This is an optimization exercise on Yosys and OpenROAD, whose aim is a short achievable clock period and few clock cycles, not a production implementation. The RTL was checked by simulation tests, not by an equivalence proof against the original design. Power and IR drop assume default switching activity.

## config.mk

```make
export PLATFORM = sky130hd
export DESIGN_NAME = bridge_regctl
export DESIGN_NICKNAME = bridge_regctl
export VERILOG_FILES = /design/flow/design.v
export SDC_FILE = /design/flow/constraint.sdc
export NUM_CORES = 4
export LEC_CHECK = 0
export CAP_MARGIN = 20
export CORE_MARGIN = 2
export CORE_UTILIZATION = 30
export SLEW_MARGIN = 20
```

## constraint.sdc

```tcl
create_clock -name core_clock -period 6.0 [get_ports {clk}]
set_input_delay 1.2000 -clock core_clock [delete_from_list [all_inputs] [get_ports {clk}]]
set_output_delay 1.2000 -clock core_clock [all_outputs]
set_load 0.01 [all_outputs]
```

## design.v

```verilog
module rac_prim (
    input  wire        clk,
    input  wire        rst,
    input  wire        start,
    input  wire [1:0]  kind,       
    input  wire [11:0] addr,
    input  wire [7:0]  mask,
    input  wire [7:0]  val,
    input  wire [15:0] len,        
    output reg         done,       
    output reg  [3:0]  status,
    output reg  [7:0]  rdata,
    output wire        idle,
    input  wire        pl_valid,
    input  wire [7:0]  pl_data,
    output wire        pl_ready,
    output reg         bus_req,
    output reg         bus_we,
    output reg  [7:0]  bus_off,
    output reg  [7:0]  bus_wdata,
    output reg         bus_last,
    input  wire        bus_ack,
    input  wire        bus_err,
    input  wire [7:0]  bus_rdata
);
    localparam K_RD = 2'd0, K_WR = 2'd1, K_UPD = 2'd2, K_BWR = 2'd3;
    localparam ST_OK = 4'd0, ST_INVAL = 4'd1, ST_IOERR = 4'd2, ST_BBV = 4'd3;
    localparam [7:0] BANKSEL_OFF = 8'h0F;
    localparam [7:0] BANKSEL_B0  = 8'h00;
    localparam [7:0] BANKSEL_B1  = 8'h01;
    localparam E_IDLE   = 4'd0,
               E_CHECK  = 4'd1,
               E_BANK   = 4'd2,
               E_RD     = 4'd3,
               E_WR     = 4'd4,
               E_UPD_RD = 4'd5,
               E_UPD_WR = 4'd6,
               E_FETCH  = 4'd7,
               E_BEAT   = 4'd8,
               E_DRAIN  = 4'd9,
               E_DONE   = 4'd10;
    reg [3:0]  state;
    reg [1:0]  r_kind;
    reg [11:0] r_addr;
    reg [7:0]  r_mask;
    reg [7:0]  r_val;
    reg [15:0] r_len;
    reg [15:0] cnt;         
    reg [7:0]  off;
    reg [7:0]  wbyte;
    reg        cur_bank;    
    reg        need_bank;   
    assign idle = (state == E_IDLE);
    assign pl_ready = (state == E_FETCH) || (state == E_DRAIN && cnt != r_len);
    wire [16:0] end_addr = {5'd0, r_addr} + {1'b0, r_len};    
    wire [16:0] last     = end_addr - 17'd1;                   
    wire        bad_addr = (r_addr >= 12'h1C0);
    wire        in_gap   = (r_addr >= 12'h100) && (r_addr < 12'h130);
    wire        bwr_past = (r_len != 16'd0) && (end_addr > 17'h1C0);
    wire        bwr_cross = (r_len != 16'd0) && (r_addr < 12'h130) && (last >= 17'h130);
    wire        bwr_gap  = (r_len != 16'd0) && (r_addr < 12'h130) && (last >= 17'h100);
    wire        any_bank = (r_addr < 12'h030) &&
                           !(r_kind == K_BWR && last >= 17'h030);
    wire        want_b1  = (r_addr >= 12'h130);
    wire [11:0] local_off = want_b1 ? (r_addr - 12'h100) : r_addr;
    always @(posedge clk) begin
        if (rst) begin
            state    <= E_IDLE;
            done     <= 1'b0;
            status   <= ST_OK;
            rdata    <= 8'h00;
            bus_req  <= 1'b0;
            bus_we   <= 1'b0;
            bus_off  <= 8'h00;
            bus_wdata<= 8'h00;
            bus_last <= 1'b0;
            cur_bank <= 1'b0;
            need_bank<= 1'b0;
            cnt      <= 16'd0;
            r_kind   <= 2'd0;
            r_addr   <= 12'd0;
            r_mask   <= 8'd0;
            r_val    <= 8'd0;
            r_len    <= 16'd0;
            off      <= 8'd0;
            wbyte    <= 8'd0;
        end else begin
            done <= 1'b0;
            case (state)
            E_IDLE: begin
                if (start) begin
                    r_kind <= kind;
                    r_addr <= addr;
                    r_mask <= mask;
                    r_val  <= val;
                    r_len  <= (kind == K_BWR) ? len : 16'd0;
                    cnt    <= 16'd0;
                    rdata  <= 8'h00;
                    state  <= E_CHECK;
                end
            end
            E_CHECK: begin
                off       <= local_off[7:0];
                need_bank <= want_b1;
                if (r_kind == K_BWR) begin
                    if (bad_addr || bwr_past || bwr_gap) begin
                        status <= bwr_cross && !bad_addr && !bwr_past ? ST_BBV : ST_INVAL;
                        state  <= E_DRAIN;
                    end else if (r_len == 16'd0) begin
                        status <= ST_OK;
                        state  <= E_DONE;
                    end else if (!any_bank && want_b1 != cur_bank) begin
                        state  <= E_BANK;
                    end else begin
                        state  <= E_FETCH;
                    end
                end else if (bad_addr || in_gap) begin
                    status <= ST_INVAL;
                    state  <= E_DONE;
                end else if (!any_bank && want_b1 != cur_bank) begin
                    state <= E_BANK;
                end else begin
                    state <= (r_kind == K_RD)  ? E_RD :
                             (r_kind == K_WR)  ? E_WR : E_UPD_RD;
                end
            end
            E_BANK: begin
                if (bus_req && (bus_ack || bus_err)) begin
                    bus_req <= 1'b0;
                    if (bus_err) begin
                        status <= ST_IOERR;
                        state  <= (r_kind == K_BWR) ? E_DRAIN : E_DONE;
                    end else begin
                        cur_bank <= need_bank;
                        state <= (r_kind == K_RD)  ? E_RD :
                                 (r_kind == K_WR)  ? E_WR :
                                 (r_kind == K_UPD) ? E_UPD_RD : E_FETCH;
                    end
                end else begin
                    bus_req   <= 1'b1;
                    bus_we    <= 1'b1;
                    bus_off   <= BANKSEL_OFF;
                    bus_wdata <= need_bank ? BANKSEL_B1 : BANKSEL_B0;
                    bus_last  <= 1'b1;
                end
            end
            E_RD: begin
                if (bus_req && (bus_ack || bus_err)) begin
                    bus_req <= 1'b0;
                    status  <= bus_err ? ST_IOERR : ST_OK;
                    if (!bus_err) rdata <= bus_rdata;
                    state   <= E_DONE;
                end else begin
                    bus_req  <= 1'b1;
                    bus_we   <= 1'b0;
                    bus_off  <= off;
                    bus_last <= 1'b1;
                end
            end
            E_WR: begin
                if (bus_req && (bus_ack || bus_err)) begin
                    bus_req <= 1'b0;
                    status  <= bus_err ? ST_IOERR : ST_OK;
                    state   <= E_DONE;
                end else begin
                    bus_req   <= 1'b1;
                    bus_we    <= 1'b1;
                    bus_off   <= off;
                    bus_wdata <= r_val;
                    bus_last  <= 1'b1;
                end
            end
            E_UPD_RD: begin
                if (bus_req && (bus_ack || bus_err)) begin
                    bus_req <= 1'b0;
                    if (bus_err) begin
                        status <= ST_IOERR;
                        state  <= E_DONE;
                    end else begin
                        wbyte <= (bus_rdata & ~r_mask) | (r_val & r_mask);
                        state <= E_UPD_WR;
                    end
                end else begin
                    bus_req  <= 1'b1;
                    bus_we   <= 1'b0;
                    bus_off  <= off;
                    bus_last <= 1'b1;
                end
            end
            E_UPD_WR: begin
                if (bus_req && (bus_ack || bus_err)) begin
                    bus_req <= 1'b0;
                    status  <= bus_err ? ST_IOERR : ST_OK;
                    state   <= E_DONE;
                end else begin
                    bus_req   <= 1'b1;
                    bus_we    <= 1'b1;
                    bus_off   <= off;
                    bus_wdata <= wbyte;
                    bus_last  <= 1'b1;
                end
            end
            E_FETCH: begin
                if (pl_valid) begin
                    wbyte <= pl_data;
                    cnt   <= cnt + 16'd1;
                    state <= E_BEAT;
                end
            end
            E_BEAT: begin
                if (bus_req && (bus_ack || bus_err)) begin
                    bus_req <= 1'b0;
                    if (bus_err) begin
                        status <= ST_IOERR;
                        state  <= E_DRAIN;
                    end else if (cnt == r_len) begin
                        status <= ST_OK;
                        state  <= E_DONE;
                    end else begin
                        off   <= off + 8'd1;
                        state <= E_FETCH;
                    end
                end else begin
                    bus_req   <= 1'b1;
                    bus_we    <= 1'b1;
                    bus_off   <= off;
                    bus_wdata <= wbyte;
                    bus_last  <= (cnt == r_len);
                end
            end
            E_DRAIN: begin
                if (cnt == r_len)
                    state <= E_DONE;
                else if (pl_valid)
                    cnt <= cnt + 16'd1;
            end
            E_DONE: begin
                done  <= 1'b1;
                state <= E_IDLE;
            end
            default: state <= E_IDLE;
            endcase
        end
    end
endmodule
module bridge_regctl #(
    parameter POLL_GAP = 8           
) (
    input  wire        clk,
    input  wire        rst,
    input  wire        cmd_valid,
    output wire        cmd_ready,
    input  wire [31:0] cmd_word,
    input  wire        pl_valid,
    output wire        pl_ready,
    input  wire [7:0]  pl_data,
    output reg         rsp_valid,
    input  wire        rsp_ready,
    output reg  [3:0]  rsp_status,
    output reg  [7:0]  rsp_data,
    output reg         res_valid,
    output reg  [7:0]  res_data,
    output wire        bus_req,
    output wire        bus_we,
    output wire [7:0]  bus_off,
    output wire [7:0]  bus_wdata,
    output wire        bus_last,
    input  wire        bus_ack,
    input  wire        bus_err,
    input  wire [7:0]  bus_rdata
);
    localparam OP_RD = 4'h1, OP_WR = 4'h2, OP_UPD = 4'h3, OP_BWR = 4'h4,
               OP_RDBLK = 4'h5, OP_ABORT = 4'h6;
    localparam ST_OK = 4'd0, ST_IOERR = 4'd2, ST_TIMEOUT = 4'd4,
               ST_PROTERR = 4'd5, ST_ILLEGAL = 4'd6;
    localparam K_RD = 2'd0, K_WR = 2'd1, K_UPD = 2'd2, K_BWR = 2'd3;
    localparam [11:0] SWRST_ADDR = 12'h004, HDCP_ADDR = 12'h020,
                      DDCM_ADDR = 12'h010, DDC_HDR_ADDR = 12'h011,
                      DDC_OFF_ADDR = 12'h012, DDC_CNT_ADDR = 12'h013,
                      DDC_SEG_ADDR = 12'h014, DDC_CMD_ADDR = 12'h015,
                      DDC_STAT_ADDR = 12'h016, DDC_FIFO_ADDR = 12'h017,
                      HANG_STAT_ADDR = 12'h006;
    localparam [7:0]  DDCM_HOST = 8'h01, DDC_HDR_EDID = 8'hA0,
                      CMD_READ = 8'h03, CMD_FIFOCLR = 8'h09, CMD_ABORT = 8'h0F,
                      ST_DONE = 8'h80, ST_ERR = 8'h38, HANG_BIT = 8'h04;
    localparam S_IDLE        = 6'd0,
               S_DECODE      = 6'd1,
               S_PRIM        = 6'd2,    
               S_RESP        = 6'd3,
               S_CALL        = 6'd4,    
               S_POLL        = 6'd5,    
               S_POLL_GAP    = 6'd6,
               S_AB_SAV0     = 6'd7,
               S_AB_SAV1     = 6'd8,
               S_AB_SAV2     = 6'd9,
               S_AB_FORCE    = 6'd10,
               S_AB_CMD      = 6'd11,
               S_AB_POLL     = 6'd12,
               S_AB_END      = 6'd13,
               S_RB_HANG     = 6'd14,
               S_RB_HANGCHK  = 6'd15,
               S_RB_CLR0     = 6'd16,
               S_RB_LOOP     = 6'd17,
               S_RB_PREPOLL  = 6'd18,
               S_RB_PRECHK   = 6'd19,
               S_RB_CLEANED  = 6'd20,
               S_RB_OFF      = 6'd21,
               S_RB_CNT      = 6'd22,
               S_RB_SEG      = 6'd23,
               S_RB_CMD      = 6'd24,
               S_RB_POSTPOLL = 6'd25,
               S_RB_POSTCHK  = 6'd26,
               S_RB_FIFO     = 6'd27,
               S_RB_FIFOGOT  = 6'd28,
               S_RB_NEXT     = 6'd29;
    localparam P_DONE = 2'd0, P_ERROR = 2'd1, P_EXHAUSTED = 2'd2;
    reg [5:0]  state;
    reg [5:0]  ret_state;        
    reg [5:0]  poll_ret;         
    reg [31:0] word;
    reg        p_start;
    reg [1:0]  p_kind;
    reg [11:0] p_addr;
    reg [7:0]  p_mask;
    reg [7:0]  p_val;
    reg [15:0] p_len;
    wire       p_done;
    wire [3:0] p_status;
    wire [7:0] p_rdata;
    wire       p_idle;
    reg [7:0]  poll_n;           
    reg [7:0]  poll_cnt;         
    reg [7:0]  gap_cnt;
    reg [1:0]  poll_res;
    reg        polling;          
    reg        ab_iter;
    reg        ab_any_done;
    reg        ab_from_rdblk;
    reg [6:0]  segment;
    reg [7:0]  offset;
    reg [7:0]  remaining;
    reg [5:0]  chunk;
    reg [5:0]  fifo_cnt;
    wire [3:0]  op     = word[31:28];
    wire [7:0]  f_mask = word[15:8];
    wire [7:0]  f_val  = word[7:0];
    reg legal;
    always @(*) begin
        case (op)
            OP_RD:    legal = (word[15:0] == 16'h0000);
            OP_WR:    legal = (word[15:8] == 8'h00);
            OP_UPD:   legal = 1'b1;
            OP_BWR:   legal = 1'b1;
            OP_RDBLK: legal = (word[27:24] == 4'h0) && (word[15:0] <= 16'd128);
            OP_ABORT: legal = (word[27:0] == 28'h0);
            default:  legal = 1'b0;
        endcase
    end
    assign cmd_ready = (state == S_IDLE);
    rac_prim u_prim (
        .clk(clk), .rst(rst),
        .start(p_start), .kind(p_kind), .addr(p_addr), .mask(p_mask),
        .val(p_val), .len(p_len),
        .done(p_done), .status(p_status), .rdata(p_rdata), .idle(p_idle),
        .pl_valid(pl_valid), .pl_data(pl_data), .pl_ready(pl_ready),
        .bus_req(bus_req), .bus_we(bus_we), .bus_off(bus_off),
        .bus_wdata(bus_wdata), .bus_last(bus_last),
        .bus_ack(bus_ack), .bus_err(bus_err), .bus_rdata(bus_rdata)
    );
    task issue;
        input [1:0]  kind;
        input [11:0] addr;
        input [7:0]  val;
        input [5:0]  ret;
        begin
            p_start   <= 1'b1;
            p_kind    <= kind;
            p_addr    <= addr;
            p_mask    <= 8'h00;
            p_val     <= val;
            p_len     <= 16'd0;
            ret_state <= ret;
            state     <= S_CALL;
        end
    endtask
    task start_poll;
        input [7:0] n;
        input [5:0] ret;
        begin
            poll_n   <= n;
            poll_cnt <= 8'd0;
            poll_ret <= ret;
            state    <= S_POLL;
        end
    endtask
    task finish;
        input [3:0] st;
        input [7:0] data;
        begin
            rsp_status <= st;
            rsp_data   <= data;
            rsp_valid  <= 1'b1;
            state      <= S_RESP;
        end
    endtask
    always @(posedge clk) begin
        if (rst) begin
            state       <= S_IDLE;
            ret_state   <= S_IDLE;
            poll_ret    <= S_IDLE;
            word        <= 32'd0;
            p_start     <= 1'b0;
            p_kind      <= 2'd0;
            p_addr      <= 12'd0;
            p_mask      <= 8'd0;
            p_val       <= 8'd0;
            p_len       <= 16'd0;
            rsp_valid   <= 1'b0;
            rsp_status  <= 4'd0;
            rsp_data    <= 8'd0;
            res_valid   <= 1'b0;
            res_data    <= 8'd0;
            poll_n      <= 8'd0;
            poll_cnt    <= 8'd0;
            gap_cnt     <= 8'd0;
            poll_res    <= P_DONE;
            polling     <= 1'b0;
            ab_iter     <= 1'b0;
            ab_any_done <= 1'b0;
            ab_from_rdblk <= 1'b0;
            segment     <= 7'd0;
            offset      <= 8'd0;
            remaining   <= 8'd0;
            chunk       <= 6'd0;
            fifo_cnt    <= 6'd0;
        end else begin
            p_start   <= 1'b0;
            res_valid <= 1'b0;
            case (state)
            S_IDLE: begin
                if (cmd_valid) begin
                    word  <= cmd_word;
                    state <= S_DECODE;
                end
            end
            S_DECODE: begin
                if (!legal) begin
                    finish(ST_ILLEGAL, 8'h00);
                end else begin
                    case (op)
                    OP_RD, OP_WR, OP_UPD, OP_BWR: begin
                        p_start <= 1'b1;
                        p_kind  <= (op == OP_RD)  ? K_RD :
                                   (op == OP_WR)  ? K_WR :
                                   (op == OP_UPD) ? K_UPD : K_BWR;
                        p_addr  <= word[27:16];
                        p_mask  <= f_mask;
                        p_val   <= f_val;
                        p_len   <= word[15:0];
                        state   <= S_PRIM;
                    end
                    OP_RDBLK: begin
                        ab_from_rdblk <= 1'b1;
                        state <= S_RB_HANG;
                    end
                    default: begin    
                        ab_from_rdblk <= 1'b0;
                        state <= S_AB_SAV0;
                    end
                    endcase
                end
            end
            S_PRIM: begin
                if (p_done)
                    finish(p_status, (op == OP_RD && p_status == ST_OK) ? p_rdata : 8'h00);
            end
            S_RESP: begin
                if (rsp_ready) begin
                    rsp_valid <= 1'b0;
                    state     <= S_IDLE;
                end
            end
            S_CALL: begin
                if (p_done) begin
                    if (polling) begin
                        polling <= 1'b0;
                        if (p_status != ST_OK) begin
                            finish(ST_IOERR, 8'h00);
                        end else if ((p_rdata & ST_ERR) != 8'h00) begin
                            poll_res <= P_ERROR;
                            state    <= poll_ret;
                        end else if ((p_rdata & ST_DONE) != 8'h00) begin
                            poll_res <= P_DONE;
                            state    <= poll_ret;
                        end else if (poll_cnt == poll_n) begin
                            poll_res <= P_EXHAUSTED;
                            state    <= poll_ret;
                        end else begin
                            gap_cnt <= 8'd0;
                            state   <= S_POLL_GAP;
                        end
                    end else if (p_status != ST_OK && ret_state != S_RB_CLEANED) begin
                        finish(ST_IOERR, 8'h00);
                    end else begin
                        state <= ret_state;
                    end
                end
            end
            S_POLL: begin
                p_start  <= 1'b1;
                p_kind   <= K_RD;
                p_addr   <= DDC_STAT_ADDR;
                p_mask   <= 8'h00;
                p_val    <= 8'h00;
                p_len    <= 16'd0;
                poll_cnt <= poll_cnt + 8'd1;
                polling  <= 1'b1;
                state    <= S_CALL;
            end
            S_POLL_GAP: begin
                if (gap_cnt == POLL_GAP - 1)
                    state <= S_POLL;
                else
                    gap_cnt <= gap_cnt + 8'd1;
            end
            S_AB_SAV0:  issue(K_RD, SWRST_ADDR, 8'h00, S_AB_SAV1);
            S_AB_SAV1:  issue(K_RD, HDCP_ADDR, 8'h00, S_AB_SAV2);
            S_AB_SAV2:  issue(K_RD, DDCM_ADDR, 8'h00, S_AB_FORCE);
            S_AB_FORCE: begin
                ab_iter     <= 1'b0;
                ab_any_done <= 1'b0;
                issue(K_WR, DDCM_ADDR, DDCM_HOST, S_AB_CMD);
            end
            S_AB_CMD:  issue(K_WR, DDC_CMD_ADDR, CMD_ABORT, S_AB_POLL);
            S_AB_POLL: start_poll(8'd200, S_AB_END);
            S_AB_END: begin
                if (!ab_iter) begin
                    ab_iter     <= 1'b1;
                    ab_any_done <= ab_any_done | (poll_res == P_DONE);
                    state       <= S_AB_CMD;
                end else if (ab_any_done || poll_res == P_DONE) begin
                    if (ab_from_rdblk)
                        state <= S_RB_CLR0;
                    else
                        finish(ST_OK, 8'h00);
                end else begin
                    finish(ST_PROTERR, 8'h00);
                end
            end
            S_RB_HANG: issue(K_RD, HANG_STAT_ADDR, 8'h00, S_RB_HANGCHK);
            S_RB_HANGCHK: begin
                if ((p_rdata & HANG_BIT) != 8'h00)
                    state <= S_AB_SAV0;
                else
                    state <= S_RB_CLR0;
            end
            S_RB_CLR0: begin
                segment   <= word[23:17];
                offset    <= word[16] ? word[7:0] : 8'd0;
                remaining <= word[7:0];
                issue(K_WR, DDC_CMD_ADDR, CMD_FIFOCLR, S_RB_LOOP);
            end
            S_RB_LOOP: begin
                if (remaining == 8'd0) begin
                    finish(ST_OK, 8'h00);
                end else begin
                    chunk <= (remaining > 8'd32) ? 6'd32 : remaining[5:0];
                    issue(K_WR, DDC_CMD_ADDR, CMD_FIFOCLR, S_RB_PREPOLL);
                end
            end
            S_RB_PREPOLL: start_poll(8'd200, S_RB_PRECHK);
            S_RB_PRECHK: begin
                if (poll_res == P_ERROR)
                    issue(K_WR, DDC_CMD_ADDR, CMD_FIFOCLR, S_RB_CLEANED);
                else if (poll_res == P_EXHAUSTED)
                    finish(ST_TIMEOUT, 8'h00);
                else
                    issue(K_WR, DDC_HDR_ADDR, DDC_HDR_EDID, S_RB_OFF);
            end
            S_RB_CLEANED: finish(ST_PROTERR, 8'h00);
            S_RB_OFF:  issue(K_WR, DDC_OFF_ADDR, offset, S_RB_CNT);
            S_RB_CNT:  issue(K_WR, DDC_CNT_ADDR, {2'b00, chunk}, S_RB_SEG);
            S_RB_SEG:  issue(K_WR, DDC_SEG_ADDR, {1'b0, segment}, S_RB_CMD);
            S_RB_CMD:  issue(K_WR, DDC_CMD_ADDR, CMD_READ, S_RB_POSTPOLL);
            S_RB_POSTPOLL: start_poll(8'd250, S_RB_POSTCHK);
            S_RB_POSTCHK: begin
                if (poll_res == P_ERROR)
                    finish(ST_PROTERR, 8'h00);
                else if (poll_res == P_EXHAUSTED)
                    finish(ST_TIMEOUT, 8'h00);
                else begin
                    fifo_cnt <= 6'd0;
                    state    <= S_RB_FIFO;
                end
            end
            S_RB_FIFO: begin
                if (fifo_cnt == chunk)
                    state <= S_RB_NEXT;
                else
                    issue(K_RD, DDC_FIFO_ADDR, 8'h00, S_RB_FIFOGOT);
            end
            S_RB_FIFOGOT: begin
                res_valid <= 1'b1;
                res_data  <= p_rdata;
                fifo_cnt  <= fifo_cnt + 6'd1;
                state     <= S_RB_FIFO;
            end
            S_RB_NEXT: begin
                offset    <= offset + {2'b00, chunk};
                remaining <= remaining - {2'b00, chunk};
                state     <= S_RB_LOOP;
            end
            default: state <= S_IDLE;
            endcase
        end
    end
endmodule
```

## run.sh

```bash
#!/bin/bash
# synth_recipe.tcl (not shown) runs the flow's synth.tcl, then flattens the netlist and writes it again
# the make line also repeats each setting of config.mk as NAME=value (left out here)
make -C /OpenROAD-flow-scripts/flow DESIGN_CONFIG=/design/flow/config.mk WORK_HOME=/design/flow/orfs CLKGATE_MAP_FILE= SYNTH_SCRIPT=/design/flow/synth_recipe.tcl finish
```

==> impl_metrics.env <==
export IMPL_synthCells=2039
export IMPL_status="no timing/DRC/antenna violations"
export IMPL_avgSynthCellArea_um2=7.43
export IMPL_final_cell_mix="367 x nand2_1, 280 x dfxtp_1, 249 x a21oi_1"
export IMPL_ys_warn_count=2
export IMPL_max_freq_ghz=0.223
export IMPL_fp_dieH_um=229
export IMPL_drive_gt1_share_pct=4.91
export IMPL_path_clk_slew_ps=60
export IMPL_grt_busiest_layer="met2"
export IMPL_grt_pass1_wl_um=81800
export IMPL_total_power_mw=5.61
export IMPL_dp_slack_ps=2010
export IMPL_hp_class="flip-flop to flip-flop"
export IMPL_period_needed_ps=4490
export IMPL_crit_fanout=22
export IMPL_ctsResizeCount=0
export IMPL_cts_setup_buffers=0
export IMPL_port_buffers=97
export IMPL_regArea_mm2=0.00561
export IMPL_postCtsHoldBufs=0
export IMPL_hold_ws_ps=452
export IMPL_tightest_slew_ps=1120
export IMPL_track_usage_pct=19.4
export IMPL_grtUsageMet2_pct=31.5
export IMPL_timing_final_crit_share_pct=74.9
export IMPL_p_int_mw=3.63
export IMPL_grt_start_max_net_pins=94
export IMPL_syn_num_nets=2135
export IMPL_post_route_drc_count=0
export IMPL_peakVddDrop_mv=0.145
export IMPL_dieWidth_um=229
export IMPL_arrival_ps=3290
export IMPL_antenna_found_initial=0
export IMPL_clkLatencyLatePin_ps=550
export IMPL_final_core_utilization_pct=35.5
export IMPL_htreeDepth=2
export IMPL_ant_nets=0
export IMPL_dp_final_hpwl_um=37900
export IMPL_place_area_mm2=0.0167
export IMPL_start_kind="flip-flop"
export IMPL_stdcell_area_mm2=0.0177
export IMPL_layout_nets=2169
export IMPL_synth_edf_count=0
export IMPL_final_common_cell="nand2_1"
export IMPL_grtUsageMet1_pct=26.1
export IMPL_fin_cells=2768
export IMPL_grt_pass1_vias=14400
export IMPL_first_pass_iters=5
export IMPL_p_per_area_mw_per_mm2=316
export IMPL_cts_num_sinks=280
export IMPL_dpl_cell_count=2709
export IMPL_synthFlopType="dfxtp_1"
export IMPL_cap_violations=0
export IMPL_setup_ws_ps=1510
export IMPL_endpoint_kind="output pin"
export IMPL_drt_vias_per_instance=5.46
export IMPL_rsz0062_at_grt="no"
export IMPL_gr_total_overflow=0
export IMPL_vias=15100
export IMPL_synth_distinct_cells=81
export IMPL_sequentialPowerShare_pct=38.7
export IMPL_coreArea_mm2=0.0500
export IMPL_netlist_area_mm2=0.0151
export IMPL_cts_buffers=34
export IMPL_p_leak_nw=6.34
export IMPL_setup_viol=0
export IMPL_ys_ff_latch=280
export IMPL_p_clk_share_pct=35.6
export IMPL_avgRoutedWirePerCell_um=18.9
export IMPL_cts_root_buffer="clkbuf_16"
export IMPL_critPathRequiredTime_ps=4800
export IMPL_cts_tree="built"
export IMPL_switchingPower_mw=1.99
export IMPL_start_util_pct=30.3
export IMPL_cts_buffer_depth=3
export IMPL_ios=98
export IMPL_comb_power_share_pct=25.7
export IMPL_totalWireLength_um=52300
export IMPL_path_class="flip-flop to output pin"
export IMPL_grtUsageMet3_pct=2.87
export IMPL_drv_slew=0
export IMPL_synthArstFlopShare_pct=0
export IMPL_hold_violations=0
export IMPL_ys_seq_area_share_pct=37.0
export IMPL_gp_congestion=0.982
export IMPL_area_growth_pct=17.2
export IMPL_tns_ps=0
export IMPL_antennaDiodeCount=0
export IMPL_slew_headroom_pct=24.7
export IMPL_die_area_mm2=0.0523
export IMPL_drt_initial_drc_count=1375
export IMPL_skew_ps=17.5
export IMPL_multi_input_area_mm2=0.00893
export IMPL_rows=82
export IMPL_switching_share_pct=35.4
export IMPL_nFillCells=5333
## cell type report
| class | instances | area share, % |
|---|---|---|
| Timing Repair Buffer | 119 | 6.41 |
| Multi-Input combinational cell | 1599 | 50.3 |
| Inverter | 39 | 0.825 |
| Sequential cell | 280 | 31.6 |
| Clock buffer | 50 | 5.65 |
| Clock inverter | 9 | 0.430 |
| Tap cell | 672 | 4.74 |
## logic make-up (layout without fill, tap and decap cells)
kind of cell             after synthesis  in the layout  synth area share (%)
AND/OR/NAND/NOR                      889            889                  26.0
AO/OA/AOI/OAI                        589            589                  24.6
flip-flops                           280            280                  37.0
buffers and inverters                160            217                  4.02
XOR/XNOR                              63             63                  3.64
adder cells (fa/ha/maj)               41             41                  3.54
multiplexers                          17             17                  1.15
## registers in the layout, indices dropped and copies added, names as in the netlist, 12 cells and up
register,cells
u_prim.r_addr,12
word,32
u_prim.cnt,16
p_addr,12
u_prim.r_len,16
## cells in the mapped netlist (17+ instances only)
cell type	count	area (um2)
a211oi_1	32	240
a21o_1	18	135
a21oi_1	249	1250
a22oi_1	48	360
a31oi_1	17	106
and3_1	24	150
clkbuf_1	109	409
dfxtp_1	280	5610
ha_1	38	475
inv_1	36	135
nand2_1	368	1380
nand2b_1	18	113
nand3_1	95	475
nand4_1	19	119
nor2_1	233	875
nor2b_1	27	169
nor3_1	41	205
nor4_1	21	131
o21ai_0	90	450
xnor2_1	18	158
xor2_1	45	394
## power groups by stage
stage | registers [mW] | clock network (mW) | logic (mW)
5_1_grt | 2.19 | 2.12 | 1.59
2_1_floorplan | 2.12 | 0 | 0.998
6_report | 2.17 | 2.00 | 1.44
3_3_place_gp | 2.21 | 0 | 1.42
3_5_place_dp | 2.21 | 0 | 1.42
4_1_cts | 2.17 | 2.05 | 1.43
## path summary, 6_finish.rpt
check                   from              end  slack [ps]  cells after the start
min reg2reg        p_addr[3]        p_addr[3]         450                      2
min                p_addr[3]        p_addr[3]         450                      2
max          u_prim.state[2]         pl_ready        1510                      4
max reg2reg  u_prim.r_len[0]  u_prim.state[2]        1940                     12
## worst max-delay path, stage by stage (launching register included)
cell,delay [ps]
dfxtp_1,760
nor2b_1,440
nand3_1,660
nand2_1,290
clkdlybuf4s50_1,580
## metal layers
metal	part of all wire, %	up-vias
met5	0	-
met1	45	7178
li1	-	7315
met4	3.1	0
met2	46	520
met3	6.2	92
Testbench counts, summed over its fixed seeds: cycles 434,807.

[re-timing with driven ports]
The results above use ideal ports. As a check the final layout listed here was re-extracted and re-timed, cells and wires unchanged. Step 1 assumes that a clkbuf_16 drives the clock port and a buf_2 every other input. Step 2 times the ports against the registers' clock, not the clock port: input delays grow and output delays shrink by t, the midpoint of the rising clock arrivals with the driver on. a / b / c = ideal ports / drivers / drivers and shift; a / b = the first two.
shift t [ns]: 0.596
setup slack, ns: 1.509 / 1.452 / 1.870
hold slack, ns: 0.452 / 0.452 / 0.452
worst setup path after step 2: input to register
After both steps this run still meets setup and hold. The setup slack of this run moves by -0.057 ns with the drivers and by +0.361 ns with both steps.
